This is an optimization exercise on Yosys and OpenROAD, whose aim is small area, a short achievable clock period and few clock cycles, not a production implementation.
RTL that was checked went through simulation tests only; none was proved equivalent to the original.
No activity file was given, so power comes from the tool's default toggle rates.

==> v35: inputs <==
==> flow/design.v (excerpt) <==
module ssev_engine (
    input  wire         clk,
    input  wire         rst,
    input  wire         cmd_valid,
    output wire         cmd_ready,
    input  wire [31:0]  cmd_word,
    input  wire [15:0]  cmd_width,
    input  wire [15:0]  cmd_height,
    input  wire         px_valid,
    output wire         px_ready,
    input  wire [127:0] px_src,
    input  wire [127:0] px_ref,
    output wire         res_valid,
    input  wire         res_ready,
    output wire [63:0]  res_sse,
    output wire [31:0]  res_sum,
    output wire [31:0]  res_var,
    output wire         res_err,
    output wire [2:0]   res_code
);
export LEC_CHECK = 0
export CAP_MARGIN = 20
export CORE_MARGIN = 2
export CORE_UTILIZATION = 55
export SLEW_MARGIN = 20
export SYNTH_HIERARCHICAL = 1
export SYNTH_MINIMUM_KEEP_SIZE = 0
create_clock -name core_clock -period 28.0 [get_ports {clk}]
standard.sh (not shown) runs the stock make flow with config.mk's settings and CLKGATE_MAP_FILE= SYNTH_SCRIPT=/design/flow/synth_recipe.tcl, a recipe that flattens the netlist after the stock synthesis.
==> flow/flow/run.sh <==
#!/bin/bash
set -e
export BUFFER_PORTS_ARGS="-buffer_cell sky130_fd_sc_hd__buf_1"
export SETUP_SLACK_MARGIN=21
export CTS_ARGS="-sink_clustering_enable -repair_clock_nets -dont_use_dummy_load"
bash standard.sh > standard.log 2>&1
==> v24 (differences from v35) <==
==> flow/flow/run.sh (replaced) <==
#!/bin/bash
set -e
export BUFFER_PORTS_ARGS="-buffer_cell sky130_fd_sc_hd__buf_1"
export SETUP_SLACK_MARGIN=21
export CTS_ARGS="-sink_clustering_enable -repair_clock_nets -dont_use_dummy_load -buf_list sky130_fd_sc_hd__clkbuf_8"
bash standard.sh > standard.log 2>&1
==> v9 (differences from v35) <==
--- a/flow/design.v
+++ b/flow/design.v
@@ -100,13 +100,12 @@
     wire        act_last  = sw ? ld_last : (c_dec ? c_last2 : c_last1);
     wire        act_first = sw | c_first;
     wire px_fire  = px_rdy & px_valid;
     wire emit     = px_fire | tok_rdy;
     wire c_done   = emit & act_last;
     wire p_avail  = p_v & ~p_busy & ~sw;
-    wire sw_n     = (~act_v | c_done) & p_avail;
     reg         a_v;
     reg         a_clr;          
     reg         a_first;
     reg         a_last;
     reg  [1:0]  a_code;
     reg         a_var;
@@ -119,88 +118,120 @@
         end
     endgenerate
     wire [8:0] a_d0_n;
     reg  [8:0] a_d0;
     wire [8:0] a_d0_s;
     ssev_sub u_sub0 (.s(px_src[7:0]), .r(px_ref[7:0]), .d(a_d0_s));
-    assign a_d0_n = a_d0_s & {9{px_fire & lane_ok[0]}};
+    wire a_en0;
+    ssev_and2 u_en0 (.a(px_valid), .b(px_rdy & lane_ok[0]), .y(a_en0));
+    assign a_d0_n = a_d0_s & {9{a_en0}};
     wire [8:0] a_d1_n;
     reg  [8:0] a_d1;
     wire [8:0] a_d1_s;
     ssev_sub u_sub1 (.s(px_src[15:8]), .r(px_ref[15:8]), .d(a_d1_s));
-    assign a_d1_n = a_d1_s & {9{px_fire & lane_ok[1]}};
+    wire a_en1;
+    ssev_and2 u_en1 (.a(px_valid), .b(px_rdy & lane_ok[1]), .y(a_en1));
+    assign a_d1_n = a_d1_s & {9{a_en1}};
     wire [8:0] a_d2_n;
     reg  [8:0] a_d2;
     wire [8:0] a_d2_s;
     ssev_sub u_sub2 (.s(px_src[23:16]), .r(px_ref[23:16]), .d(a_d2_s));
-    assign a_d2_n = a_d2_s & {9{px_fire & lane_ok[2]}};
+    wire a_en2;
+    ssev_and2 u_en2 (.a(px_valid), .b(px_rdy & lane_ok[2]), .y(a_en2));
+    assign a_d2_n = a_d2_s & {9{a_en2}};
     wire [8:0] a_d3_n;
     reg  [8:0] a_d3;
     wire [8:0] a_d3_s;
     ssev_sub u_sub3 (.s(px_src[31:24]), .r(px_ref[31:24]), .d(a_d3_s));
-    assign a_d3_n = a_d3_s & {9{px_fire & lane_ok[3]}};
+    wire a_en3;
+    ssev_and2 u_en3 (.a(px_valid), .b(px_rdy & lane_ok[3]), .y(a_en3));
+    assign a_d3_n = a_d3_s & {9{a_en3}};
     wire [8:0] a_d4_n;
     reg  [8:0] a_d4;
     wire [8:0] a_d4_s;
     ssev_sub u_sub4 (.s(px_src[39:32]), .r(px_ref[39:32]), .d(a_d4_s));
-    assign a_d4_n = a_d4_s & {9{px_fire & lane_ok[4]}};
+    wire a_en4;
+    ssev_and2 u_en4 (.a(px_valid), .b(px_rdy & lane_ok[4]), .y(a_en4));
+    assign a_d4_n = a_d4_s & {9{a_en4}};
     wire [8:0] a_d5_n;
     reg  [8:0] a_d5;
     wire [8:0] a_d5_s;
     ssev_sub u_sub5 (.s(px_src[47:40]), .r(px_ref[47:40]), .d(a_d5_s));
-    assign a_d5_n = a_d5_s & {9{px_fire & lane_ok[5]}};
+    wire a_en5;
+    ssev_and2 u_en5 (.a(px_valid), .b(px_rdy & lane_ok[5]), .y(a_en5));
+    assign a_d5_n = a_d5_s & {9{a_en5}};
     wire [8:0] a_d6_n;
     reg  [8:0] a_d6;
     wire [8:0] a_d6_s;
     ssev_sub u_sub6 (.s(px_src[55:48]), .r(px_ref[55:48]), .d(a_d6_s));
-    assign a_d6_n = a_d6_s & {9{px_fire & lane_ok[6]}};
+    wire a_en6;
+    ssev_and2 u_en6 (.a(px_valid), .b(px_rdy & lane_ok[6]), .y(a_en6));
+    assign a_d6_n = a_d6_s & {9{a_en6}};
     wire [8:0] a_d7_n;
     reg  [8:0] a_d7;
     wire [8:0] a_d7_s;
     ssev_sub u_sub7 (.s(px_src[63:56]), .r(px_ref[63:56]), .d(a_d7_s));
-    assign a_d7_n = a_d7_s & {9{px_fire & lane_ok[7]}};
+    wire a_en7;
+    ssev_and2 u_en7 (.a(px_valid), .b(px_rdy & lane_ok[7]), .y(a_en7));
+    assign a_d7_n = a_d7_s & {9{a_en7}};
     wire [8:0] a_d8_n;
     reg  [8:0] a_d8;
     wire [8:0] a_d8_s;
     ssev_sub u_sub8 (.s(px_src[71:64]), .r(px_ref[71:64]), .d(a_d8_s));
-    assign a_d8_n = a_d8_s & {9{px_fire & lane_ok[8]}};
+    wire a_en8;
+    ssev_and2 u_en8 (.a(px_valid), .b(px_rdy & lane_ok[8]), .y(a_en8));
+    assign a_d8_n = a_d8_s & {9{a_en8}};
     wire [8:0] a_d9_n;
     reg  [8:0] a_d9;
     wire [8:0] a_d9_s;
     ssev_sub u_sub9 (.s(px_src[79:72]), .r(px_ref[79:72]), .d(a_d9_s));
-    assign a_d9_n = a_d9_s & {9{px_fire & lane_ok[9]}};
+    wire a_en9;
+    ssev_and2 u_en9 (.a(px_valid), .b(px_rdy & lane_ok[9]), .y(a_en9));
+    assign a_d9_n = a_d9_s & {9{a_en9}};
     wire [8:0] a_d10_n;
     reg  [8:0] a_d10;
     wire [8:0] a_d10_s;
     ssev_sub u_sub10 (.s(px_src[87:80]), .r(px_ref[87:80]), .d(a_d10_s));
-    assign a_d10_n = a_d10_s & {9{px_fire & lane_ok[10]}};
+    wire a_en10;
+    ssev_and2 u_en10 (.a(px_valid), .b(px_rdy & lane_ok[10]), .y(a_en10));
+    assign a_d10_n = a_d10_s & {9{a_en10}};
     wire [8:0] a_d11_n;
     reg  [8:0] a_d11;
     wire [8:0] a_d11_s;
     ssev_sub u_sub11 (.s(px_src[95:88]), .r(px_ref[95:88]), .d(a_d11_s));
-    assign a_d11_n = a_d11_s & {9{px_fire & lane_ok[11]}};
+    wire a_en11;
+    ssev_and2 u_en11 (.a(px_valid), .b(px_rdy & lane_ok[11]), .y(a_en11));
+    assign a_d11_n = a_d11_s & {9{a_en11}};
     wire [8:0] a_d12_n;
     reg  [8:0] a_d12;
     wire [8:0] a_d12_s;
     ssev_sub u_sub12 (.s(px_src[103:96]), .r(px_ref[103:96]), .d(a_d12_s));
-    assign a_d12_n = a_d12_s & {9{px_fire & lane_ok[12]}};
+    wire a_en12;
+    ssev_and2 u_en12 (.a(px_valid), .b(px_rdy & lane_ok[12]), .y(a_en12));
+    assign a_d12_n = a_d12_s & {9{a_en12}};
     wire [8:0] a_d13_n;
     reg  [8:0] a_d13;
     wire [8:0] a_d13_s;
     ssev_sub u_sub13 (.s(px_src[111:104]), .r(px_ref[111:104]), .d(a_d13_s));
-    assign a_d13_n = a_d13_s & {9{px_fire & lane_ok[13]}};
+    wire a_en13;
+    ssev_and2 u_en13 (.a(px_valid), .b(px_rdy & lane_ok[13]), .y(a_en13));
+    assign a_d13_n = a_d13_s & {9{a_en13}};
     wire [8:0] a_d14_n;
     reg  [8:0] a_d14;
     wire [8:0] a_d14_s;
     ssev_sub u_sub14 (.s(px_src[119:112]), .r(px_ref[119:112]), .d(a_d14_s));
-    assign a_d14_n = a_d14_s & {9{px_fire & lane_ok[14]}};
+    wire a_en14;
+    ssev_and2 u_en14 (.a(px_valid), .b(px_rdy & lane_ok[14]), .y(a_en14));
+    assign a_d14_n = a_d14_s & {9{a_en14}};
     wire [8:0] a_d15_n;
     reg  [8:0] a_d15;
     wire [8:0] a_d15_s;
     ssev_sub u_sub15 (.s(px_src[127:120]), .r(px_ref[127:120]), .d(a_d15_s));
-    assign a_d15_n = a_d15_s & {9{px_fire & lane_ok[15]}};
+    wire a_en15;
+    ssev_and2 u_en15 (.a(px_valid), .b(px_rdy & lane_ok[15]), .y(a_en15));
+    assign a_d15_n = a_d15_s & {9{a_en15}};
     always @(posedge clk) begin
         a_d0 <= a_d0_n;
         a_d1 <= a_d1_n;
         a_d2 <= a_d2_n;
         a_d3 <= a_d3_n;
         a_d4 <= a_d4_n;
@@ -2028,19 +2059,30 @@
     wire [25:0] b_mag    = b_two ? {m_ext[24:0], 1'b0} : (b_one ? m_ext : 26'd0);
     wire [31:0] alu_a    = fin_last ? r_sse[31:0] : {{8{r_ph[23]}}, r_ph};
     wire [31:0] alu_b    = fin_last ? ~{r_ph[9:0], r_pl[23:2]} : {{6{b_mag[25] ^ b_neg}}, b_mag ^ {26{b_neg}}};
     wire [31:0] alu      = alu_a + alu_b + {31'd0, fin_last | b_neg};
     wire [25:0] ph_sum   = alu[25:0];
     wire [31:0] fin_var  = alu;
-    wire       c_v_n      = act_v & ~c_done;
-    wire       act_v_n    = sw_n | c_v_n;
-    wire       act_first_n = sw_n | (act_first & ~emit);
-    wire [1:0] act_code_n = (sw | sw_n) ? p_code : c_code;
+    wire       sw_n1      = (~act_v | act_last) & p_avail;
+    wire       sw_n0      = ~act_v & p_avail;
+    wire       c_v_n1     = act_v & ~act_last;
+    wire       c_v_n0     = act_v;
+    wire       act_v_n1   = sw_n1 | c_v_n1;
+    wire       act_v_n0   = sw_n0 | c_v_n0;
+    wire       act_first_n1 = sw_n1;
+    wire       act_first_n0 = sw_n0 | act_first;
+    wire [1:0] act_code_n1 = (sw | sw_n1) ? p_code : c_code;
+    wire [1:0] act_code_n0 = (sw | sw_n0) ? p_code : c_code;
     wire       acc_done_n = (a_v & a_last) | (acc_done & ~hand);
     wire       r_idle_n   = ~hand & (r_idle | (r_out & res_ready));
-    wire       safe_n     = ~act_first_n | (~acc_done_n & (r_idle_n | ~c_done));
+    wire       safe_n1    = ~act_first_n1 | (~acc_done_n & (r_idle_n | ~act_last));
+    wire       safe_n0    = ~act_first_n0 | ~acc_done_n;
+    wire       px_rdy_n1  = act_v_n1 & (act_code_n1 == 2'd0) & safe_n1;
+    wire       px_rdy_n0  = act_v_n0 & (act_code_n0 == 2'd0) & safe_n0;
+    wire       tok_rdy_n1 = act_v_n1 & (act_code_n1 != 2'd0) & safe_n1;
+    wire       tok_rdy_n0 = act_v_n0 & (act_code_n0 != 2'd0) & safe_n0;
     wire       p_v_n      = ~sw & (p_v | cmd_valid);
     always @(posedge clk) begin
         if (!p_v) begin
             p_code <= dec_code;
             p_var  <= dec_var;
             p_s64  <= dec_s64;
@@ -2112,32 +2154,39 @@
             r_out    <= 1'b0;
             px_rdy   <= 1'b0;
             tok_rdy  <= 1'b0;
         end else begin
             p_v      <= p_v_n;
             cmd_rdy  <= ~p_v_n;
-            c_v      <= c_v_n;
-            sw       <= sw_n;
+            c_v      <= emit ? c_v_n1 : c_v_n0;
+            sw       <= emit ? sw_n1 : sw_n0;
             a_v      <= emit;
             a_clr    <= emit & act_first;
             acc_done <= acc_done_n;
             r_idle   <= r_idle_n;
             r_fin    <= hand ? acc_var : (r_fin & ~fin_last);
             r_out    <= hand ? ~acc_var : ((r_out & ~res_ready) | (r_fin & fin_last));
-            px_rdy   <= act_v_n & (act_code_n == 2'd0) & safe_n;
-            tok_rdy  <= act_v_n & (act_code_n != 2'd0) & safe_n;
+            px_rdy   <= emit ? px_rdy_n1 : px_rdy_n0;
+            tok_rdy  <= emit ? tok_rdy_n1 : tok_rdy_n0;
         end
     end
 endmodule
 module ssev_add23 (
     input  wire [22:0] a,
     input  wire [22:0] b,
     output wire [22:0] y
 );
     assign y = a + b;
 endmodule
+module ssev_and2 (
+    input  wire a,
+    input  wire b,
+    output wire y
+);
+    assign y = a & b;
+endmodule
 module ssev_sub (
     input  wire [7:0] s,
     input  wire [7:0] r,
     output wire [8:0] d
 );
     assign d = {1'b0, s} - {1'b0, r};
==> flow/config.mk (replaced) <==
export PLATFORM = sky130hd
export DESIGN_NAME = ssev_engine
export DESIGN_NICKNAME = ssev_engine
export VERILOG_FILES = /design/flow/design.v
export SDC_FILE = /design/flow/constraint.sdc
export NUM_CORES = 4
export LEC_CHECK = 0
export CAP_MARGIN = 20
export CORE_MARGIN = 2
export CORE_UTILIZATION = 65
export SLEW_MARGIN = 20
export SYNTH_HIERARCHICAL = 1
export SYNTH_MINIMUM_KEEP_SIZE = 0
==> notes <==
Of v24 and v9, v24 has the higher count of clock-buffer cells in the layout (gap 36).
In flip-flop and latch count, v24 and v35 do not differ.
Via count: v9 > v24 > v35.
Between v24 and v9, the lower sequential share of layout area is in v24 (gap 0.17 points).
Power, highest first: v35, v9, v24.
The lowest non-clock buffer count belongs to v35, the highest to v24.
In combinational power, v35 and v9 hardly differ.
Of v24 and v9, v9 has the higher core utilization (gap 10 points).
Against v35, the critical path depth of v24 is higher by 1.
Testbench counts of v35, summed over its fixed seeds: cycles 46,547.
Testbench counts of v24, summed over its fixed seeds: cycles 46,547.
The RTL of v9 was laid out without a check of its function.

==> re-timing with driven ports <==
The results above use ideal ports. As a check the final layouts listed here were re-extracted and re-timed, cells and wires unchanged. Step 1: set_driving_cell puts a clkbuf_16 on clk and a buf_2 on each other input, an assumption about the parent block. Step 2 times the ports against the registers' clock, not the clock port: input delays grow and output delays shrink by t, the midpoint of the rising clock arrivals with the driver on. a / b / c = ideal ports / drivers / drivers and shift; a / b = the first two.
| run | shift t [ns] | slack for setup (ns) | latest minus earliest clock arrival (ns) | worst data-port slew with drivers (ns) | cell pins on the clock port's net |
|---|---|---|---|---|---|
| v35 | 0.699 | 21.062 / 20.990 / 20.470 | 0.073 / 0.073 | 0.08 | 1 |
| v24 | 0.766 | 20.973 / 20.901 / 20.486 | 0.111 / 0.112 | 0.08 | 1 |
| v9 | 0.665 | 21.049 / 20.977 / 20.782 | 0.071 / 0.071 | 0.07 | 1 |
After both steps setup and hold are still met in every run listed. For v35, which loses most, drivers alone change the setup slack by -0.072 ns; drivers and shift together by -0.592 ns.
